From an optimization exercise on the open Yosys and OpenROAD flow, aimed at small area, a short achievable clock period and few clock cycles per item; shortcuts taken in it are not production practice.
At most, simulation tests tie the RTL to the original design; equivalence was not proved.
Power figures rest on the tool's default switching activity, not on a simulated workload.

Design dwibus_codec, start of the top module:
module dwibus_codec (
    input  wire         clk,
    input  wire         rst,         
    input  wire         start,       
    input  wire         op,          
    input  wire [7:0]   self_addr,   
    input  wire [479:0] frame_in,
    output wire         ready,
    output reg          done,        
    output wire [7:0]   status,
    output wire [7:0]   crc,
    output wire [479:0] frame_out
);
    wire [479:0] fi = frame_in;
    reg         busy;
    reg [439:0] img;       
    reg [7:0]   pc_q;      
    reg [7:0]   ps_q;      
    reg         chk_q;     
    reg [3:0]   pre_q;     
    reg [7:0]   crc_q;
    reg [7:0]   syn_q;     
    wire [15:0] part_in;   
    wire [15:0] crc_syn;   
    assign ready = ~busy;
    wire m0;
    dw_xor2 u_m0 (.a(fi[7]), .b(fi[12]), .y(m0));
    wire m1;
    dw_xor2 u_m1 (.a(fi[14]), .b(fi[15]), .y(m1));
    wire m2;
    dw_xor2 u_m2 (.a(m0), .b(fi[9]), .y(m2));
    wire m3;
    dw_xor2 u_m3 (.a(fi[6]), .b(fi[11]), .y(m3));
    wire m4;
    dw_xor2 u_m4 (.a(fi[5]), .b(fi[10]), .y(m4));
    wire m5;
    dw_xor2 u_m5 (.a(m4), .b(fi[13]), .y(m5));
    wire m6;
    dw_xor2 u_m6 (.a(fi[0]), .b(fi[1]), .y(m6));
    wire m7;
    dw_xor2 u_m7 (.a(fi[2]), .b(fi[11]), .y(m7));
    wire m8;
    dw_xor2 u_m8 (.a(fi[3]), .b(fi[8]), .y(m8));
    wire m9;
    dw_xor2 u_m9 (.a(m3), .b(m1), .y(m9));
    wire m10;
    dw_xor2 u_m10 (.a(fi[12]), .b(m8), .y(m10));
    wire m11;
    dw_xor2 u_m11 (.a(m2), .b(fi[10]), .y(m11));
    wire m12;
    dw_xor2 u_m12 (.a(fi[13]), .b(fi[15]), .y(m12));
    wire m13;
    dw_xor2 u_m13 (.a(fi[2]), .b(m12), .y(m13));
    wire m14;
  ...
Size: about 990 I/O pins, roughly 21,000 um^2 of cells after synthesis.
==> flow/config.mk <==
export PLATFORM = sky130hd
export DESIGN_NAME = dwibus_codec
export DESIGN_NICKNAME = dwibus_codec
export VERILOG_FILES = /design/flow/design.v
export SDC_FILE = /design/flow/constraint.sdc
export NUM_CORES = 4
export LEC_CHECK = 0
export CAP_MARGIN = 20
export CORE_AREA = 10 10 290 290
export CTS_BUF_LIST = sky130_fd_sc_hd__clkbuf_4 sky130_fd_sc_hd__clkbuf_8
export DIE_AREA = 0 0 300 300
export PLACE_DENSITY = 0.6
export SETUP_SLACK_MARGIN = 2.3
export SLEW_MARGIN = 20
export SYNTH_HIERARCHICAL = 1
export SYNTH_MINIMUM_KEEP_SIZE = 0
==> flow/constraint.sdc <==
create_clock -name core_clock -period 5.0 [get_ports {clk}]
set_input_delay 1.0000 -clock core_clock [delete_from_list [all_inputs] [get_ports {clk}]]
set_output_delay 1.0000 -clock core_clock [all_outputs]
set_load 0.01 [all_outputs]
standard.sh (not shown) runs the stock make flow with config.mk's settings and CLKGATE_MAP_FILE= SYNTH_SCRIPT=/design/flow/synth_recipe.tcl, a recipe that flattens the netlist after the stock synthesis.
==> flow/flow/run.sh <==
#!/bin/bash
# Own layout flow: the standard flow, with each port buffered by the
# smallest buffer (buf_1) instead of the one buffer_ports picks by default.
set -euo pipefail
bash standard.sh "BUFFER_PORTS_ARGS=-buffer_cell sky130_fd_sc_hd__buf_1" finish > standard_flow.log 2>&1
Testbench counts at the start, summed over its fixed seeds: cycles 3,840, frames 1,920.
==> next run, changes <==
--- a/flow/design.v
+++ b/flow/design.v
@@ -11,25 +11,29 @@
     output wire [7:0]   crc,
     output wire [479:0] frame_out
 );
     wire [479:0] fi = frame_in;
     reg         busy;
     reg [439:0] img;       
     reg [7:0]   pc_q;      
     reg [7:0]   ps_q;      
     reg         chk_q;     
     reg [3:0]   pre_q;     
     reg [7:0]   crc_q;
-    reg [7:0]   syn_q;     
+    reg [2:0]   okz_q;     
     wire [15:0] part_in;   
     wire [15:0] crc_syn;   
+    wire [2:0]  okz;       
+    dw_oai31 u_z0 (.a(crc_syn[8]),  .b(crc_syn[9]),  .c(crc_syn[10]), .d(chk_q), .y(okz[0]));
+    dw_oai31 u_z1 (.a(crc_syn[11]), .b(crc_syn[12]), .c(crc_syn[13]), .d(chk_q), .y(okz[1]));
+    dw_oai21 u_z2 (.a(crc_syn[14]), .b(crc_syn[15]), .c(chk_q), .y(okz[2]));
     assign ready = ~busy;
     wire m0;
     dw_xor2 u_m0 (.a(fi[7]), .b(fi[12]), .y(m0));
     wire m1;
     dw_xor2 u_m1 (.a(fi[14]), .b(fi[15]), .y(m1));
     wire m2;
     dw_xor2 u_m2 (.a(m0), .b(fi[9]), .y(m2));
     wire m3;
     dw_xor2 u_m3 (.a(fi[6]), .b(fi[11]), .y(m3));
     wire m4;
     dw_xor2 u_m4 (.a(fi[5]), .b(fi[10]), .y(m4));
@@ -1516,43 +1520,37 @@
             busy <= ~busy & start;
             done <= busy;
         end
         pc_q  <= part_in[7:0];
         ps_q  <= part_in[15:8];
         if (!busy) begin
             img   <= fi[2*8 +: 440];
             chk_q <= chk_in;
             pre_q <= pre_in;
         end
         crc_q <= crc_syn[7:0];
-        syn_q <= crc_syn[15:8];
+        okz_q <= okz;
     end
-    wire n01, n23, n45, n67, syn_nz;
     wire [3:0] st;
-    dw_nor2  u_n01 (.a(syn_q[0]), .b(syn_q[1]), .y(n01));
-    dw_nor2  u_n23 (.a(syn_q[2]), .b(syn_q[3]), .y(n23));
-    dw_nor2  u_n45 (.a(syn_q[4]), .b(syn_q[5]), .y(n45));
-    dw_nor2  u_n67 (.a(syn_q[6]), .b(syn_q[7]), .y(n67));
-    dw_nand4 u_nz  (.a(n01), .b(n23), .c(n45), .d(n67), .y(syn_nz));
-    dw_ao21  u_st0 (.a(chk_q), .b(syn_nz), .c(pre_q[0]), .y(st[0]));
-    dw_ai21b u_st1 (.a(chk_q), .b(syn_nz), .c(pre_q[1]), .y(st[1]));
-    dw_ai21b u_st2 (.a(chk_q), .b(syn_nz), .c(pre_q[2]), .y(st[2]));
-    dw_ao21  u_st3 (.a(chk_q), .b(syn_nz), .c(pre_q[3]), .y(st[3]));
+    dw_or_nand3 u_st0 (.a(pre_q[0]), .b(okz_q[0]), .c(okz_q[1]), .d(okz_q[2]), .y(st[0]));
+    dw_and4     u_st1 (.a(pre_q[1]), .b(okz_q[0]), .c(okz_q[1]), .d(okz_q[2]), .y(st[1]));
+    dw_and4     u_st2 (.a(pre_q[2]), .b(okz_q[0]), .c(okz_q[1]), .d(okz_q[2]), .y(st[2]));
+    dw_or_nand3 u_st3 (.a(pre_q[3]), .b(okz_q[0]), .c(okz_q[1]), .d(okz_q[2]), .y(st[3]));
     assign status    = {3'b000, st[3], 1'b0, st[2:0]};
     assign crc       = crc_q;
     assign frame_out = {8'h0A, 8'h0D, crc_q, img, 8'h55, 8'hAA};
 endmodule
-module dw_nor2 (input wire a, input wire b, output wire y);
-    assign y = ~(a | b);
+module dw_oai31 (input wire a, input wire b, input wire c, input wire d, output wire y);
+    assign y = ~((a | b | c) & d);
 endmodule
-module dw_nand4 (input wire a, input wire b, input wire c, input wire d, output wire y);
-    assign y = ~(a & b & c & d);
+module dw_oai21 (input wire a, input wire b, input wire c, output wire y);
+    assign y = ~((a | b) & c);
 endmodule
-module dw_ao21 (input wire a, input wire b, input wire c, output wire y);
-    assign y = (a & b) | c;
+module dw_or_nand3 (input wire a, input wire b, input wire c, input wire d, output wire y);
+    assign y = a | ~(b & c & d);
 endmodule
-module dw_ai21b (input wire a, input wire b, input wire c, output wire y);
-    assign y = c & ~(a & b);
+module dw_and4 (input wire a, input wire b, input wire c, input wire d, output wire y);
+    assign y = a & b & c & d;
 endmodule
 module dw_xor2 (input wire a, input wire b, output wire y);
     assign y = a ^ b;
 endmodule
Wire length went down slightly. Synthesized area went down slightly. Setup slack loses 0.069 ns. Total power went up by a few percent. Worst hold slack gains 0.0086 ns. Cell count stays flat. Global-route usage barely changes. Clock skew went up by 0.010 ns. Die area is unchanged.
The RTL of the second run of this note was laid out without a check of its function.


## the baseline
Another version of the RTL of dwibus_codec (not shown whole).
Size in the first run: about 1400 cells after synthesis, about 490 flip-flops, about 990 I/O pins, roughly 22000 µm² of cells after synthesis.
Design dwibus_codec, start of the top module:
module dwibus_codec (
    input  wire         clk,
    input  wire         rst,         
    input  wire         start,       
    input  wire         op,          
    input  wire [7:0]   self_addr,   
    input  wire [479:0] frame_in,
    output wire         ready,
    output reg          done,        
    output wire [7:0]   status,
    output wire [7:0]   crc,
    output wire [479:0] frame_out
);
    wire [479:0] fi = frame_in;
    reg         busy;
    reg [439:0] img;       
    reg [7:0]   pc_q;      
    reg [7:0]   ps_q;      
    reg [7:0]   pc2_q;     
    reg [7:0]   ps2_q;     
    reg         chk_q;     
    reg [3:0]   pre_q;     
    reg [7:0]   crc_q;
    reg [7:0]   syn_q;     
    wire [15:0] part_in;   
    wire [15:0] part2_in;  
    wire [15:0] crc_syn;   
    assign ready = ~busy;
    wire m0;
    dw_xor2 u_m0 (.a(fi[7]), .b(fi[12]), .y(m0));
    wire m1;
    dw_xor2 u_m1 (.a(fi[14]), .b(fi[15]), .y(m1));
    wire m2;
    dw_xor2 u_m2 (.a(m0), .b(fi[9]), .y(m2));
    wire m3;
    dw_xor2 u_m3 (.a(fi[6]), .b(fi[11]), .y(m3));
    wire m4;
    dw_xor2 u_m4 (.a(fi[5]), .b(fi[10]), .y(m4));
    wire m5;
    dw_xor2 u_m5 (.a(m4), .b(fi[13]), .y(m5));
    wire m6;
    dw_xor2 u_m6 (.a(fi[0]), .b(fi[1]), .y(m6));
    wire m7;
    dw_xor2 u_m7 (.a(fi[2]), .b(fi[11]), .y(m7));
    wire m8;
    dw_xor2 u_m8 (.a(fi[3]), .b(fi[8]), .y(m8));
    wire m9;
    dw_xor2 u_m9 (.a(m3), .b(m1), .y(m9));
    wire m10;
    dw_xor2 u_m10 (.a(fi[12]), .b(m8), .y(m10));
    wire m11;
    dw_xor2 u_m11 (.a(m2), .b(fi[10]), .y(m11));
    wire m12;
  ...
export LEC_CHECK = 0
export CAP_MARGIN = 20
export CORE_AREA = 10 10 290 290
export CTS_BUF_LIST = sky130_fd_sc_hd__clkbuf_4 sky130_fd_sc_hd__clkbuf_8
export DIE_AREA = 0 0 300 300
export PLACE_DENSITY = 0.6
export SETUP_SLACK_MARGIN = 2.3
export SLEW_MARGIN = 20
export SYNTH_HIERARCHICAL = 1
export SYNTH_MINIMUM_KEEP_SIZE = 0
create_clock -name core_clock -period 5.0 [get_ports {clk}]
Scripts as last shown in full above: flow/flow/run.sh
Testbench counts of the baseline, summed over its fixed seeds: cycles 3,840, frames 1,920.
Relative to the baseline, the following input files were edited for the candidate:
diff --git a/flow/design.v b/flow/design.v
--- a/flow/design.v
+++ b/flow/design.v
@@ -1611,35 +1611,39 @@
         pc_q  <= part_in[7:0];
         ps_q  <= part_in[15:8];
         pc2_q <= part2_in[7:0];
         ps2_q <= part2_in[15:8];
         if (!busy) begin
             img   <= fi[2*8 +: 440];
             chk_q <= chk_in;
             pre_q <= pre_in;
         end
         crc_q <= crc_syn[7:0];
         syn_q <= crc_syn[15:8];
     end
-    wire n01, n23, n45, n67, syn_nz;
+    wire n01, n23, n45, n67;
+    wire [3:0] syn_nz;
     wire [3:0] st;
     dw_nor2  u_n01 (.a(syn_q[0]), .b(syn_q[1]), .y(n01));
     dw_nor2  u_n23 (.a(syn_q[2]), .b(syn_q[3]), .y(n23));
     dw_nor2  u_n45 (.a(syn_q[4]), .b(syn_q[5]), .y(n45));
     dw_nor2  u_n67 (.a(syn_q[6]), .b(syn_q[7]), .y(n67));
-    dw_nand4 u_nz  (.a(n01), .b(n23), .c(n45), .d(n67), .y(syn_nz));
-    dw_ao21  u_st0 (.a(chk_q), .b(syn_nz), .c(pre_q[0]), .y(st[0]));
-    dw_ai21b u_st1 (.a(chk_q), .b(syn_nz), .c(pre_q[1]), .y(st[1]));
-    dw_ai21b u_st2 (.a(chk_q), .b(syn_nz), .c(pre_q[2]), .y(st[2]));
-    dw_ao21  u_st3 (.a(chk_q), .b(syn_nz), .c(pre_q[3]), .y(st[3]));
+    dw_nand4 u_nz0 (.a(n01), .b(n23), .c(n45), .d(n67), .y(syn_nz[0]));
+    dw_nand4 u_nz1 (.a(n01), .b(n23), .c(n45), .d(n67), .y(syn_nz[1]));
+    dw_nand4 u_nz2 (.a(n01), .b(n23), .c(n45), .d(n67), .y(syn_nz[2]));
+    dw_nand4 u_nz3 (.a(n01), .b(n23), .c(n45), .d(n67), .y(syn_nz[3]));
+    dw_ao21  u_st0 (.a(chk_q), .b(syn_nz[0]), .c(pre_q[0]), .y(st[0]));
+    dw_ai21b u_st1 (.a(chk_q), .b(syn_nz[1]), .c(pre_q[1]), .y(st[1]));
+    dw_ai21b u_st2 (.a(chk_q), .b(syn_nz[2]), .c(pre_q[2]), .y(st[2]));
+    dw_ao21  u_st3 (.a(chk_q), .b(syn_nz[3]), .c(pre_q[3]), .y(st[3]));
     assign status    = {3'b000, st[3], 1'b0, st[2:0]};
     assign crc       = crc_q;
     assign frame_out = {8'h0A, 8'h0D, crc_q, img, 8'h55, 8'hAA};
 endmodule
 module dw_nor2 (input wire a, input wire b, output wire y);
     assign y = ~(a | b);
 endmodule
 module dw_nand4 (input wire a, input wire b, input wire c, input wire d, output wire y);
     assign y = ~(a & b & c & d);
 endmodule
 module dw_ao21 (input wire a, input wire b, input wire c, output wire y);
     assign y = (a & b) | c;
Results
In terms of fraction of synthesized cell area in xor and xnor cells, the baseline and the candidate differ only marginally. Number of buffers outside the clock class in the layout, the candidate and the baseline: lower on the candidate. Compared with the baseline, in the candidate met1 wire length decreased about 5%; area taken by multi-input logic gates level. Run comparison: the baseline launching element of the worst setup path syn_q[2]$_DFF_P_; the candidate launching element of the worst setup path img[412]$_DFFE_PN_. Delta (the candidate minus the baseline): number of instances in the synthesized netlist stayed essentially flat; total clock buffers created by CTS rose by 2.3%; sum of met3 wire segment lengths after detailed routing rose by 1300 µm. Compared with the baseline, the candidate shows a higher maximum cell stage delay along the critical path. The candidate vs the baseline, actual transition at the worst max-transition pin went up by 190 ps. The area after synthesis on the baseline is in line with that on the candidate. The candidate -> the baseline: share of the final layout cell area in sequential cells flat.
The RTL of the candidate was laid out without a check of its function.

static timing again, ports no longer ideal:
The flow's constraints put no driver on any port. The routed layouts listed below were extracted and timed again, unchanged, in two steps.
Step 1, drivers: a clkbuf_16 drives clk and a buf_2 each remaining input, both assumed.
Step 2, shift: input delay + t, output delay - t, t = (earliest + latest rising clock arrival at the registers) / 2. This alone moves slack from input paths to output paths.
a / b / c = ideal / step 1 / step 2; a / b = the first two.
run | t (ns) | setup slack, ns | latest minus earliest clock arrival (ns)
the first run of note 1 | 0.726 | 2.296 / 2.240 / 1.695 | 0.043 / 0.043
the second run of note 1 | 0.724 | 2.227 / 2.227 / 1.707 | 0.058 / 0.058
the baseline | 0.742 | 2.348 / 2.292 / 1.698 | 0.057 / 0.057
the candidate | 0.708 | 2.356 / 2.335 / 1.724 | 0.056 / 0.056
After both steps setup and hold are still met in every run listed. The setup slack of the baseline, which loses most, moves by -0.056 ns with the drivers and by -0.650 ns with both steps.
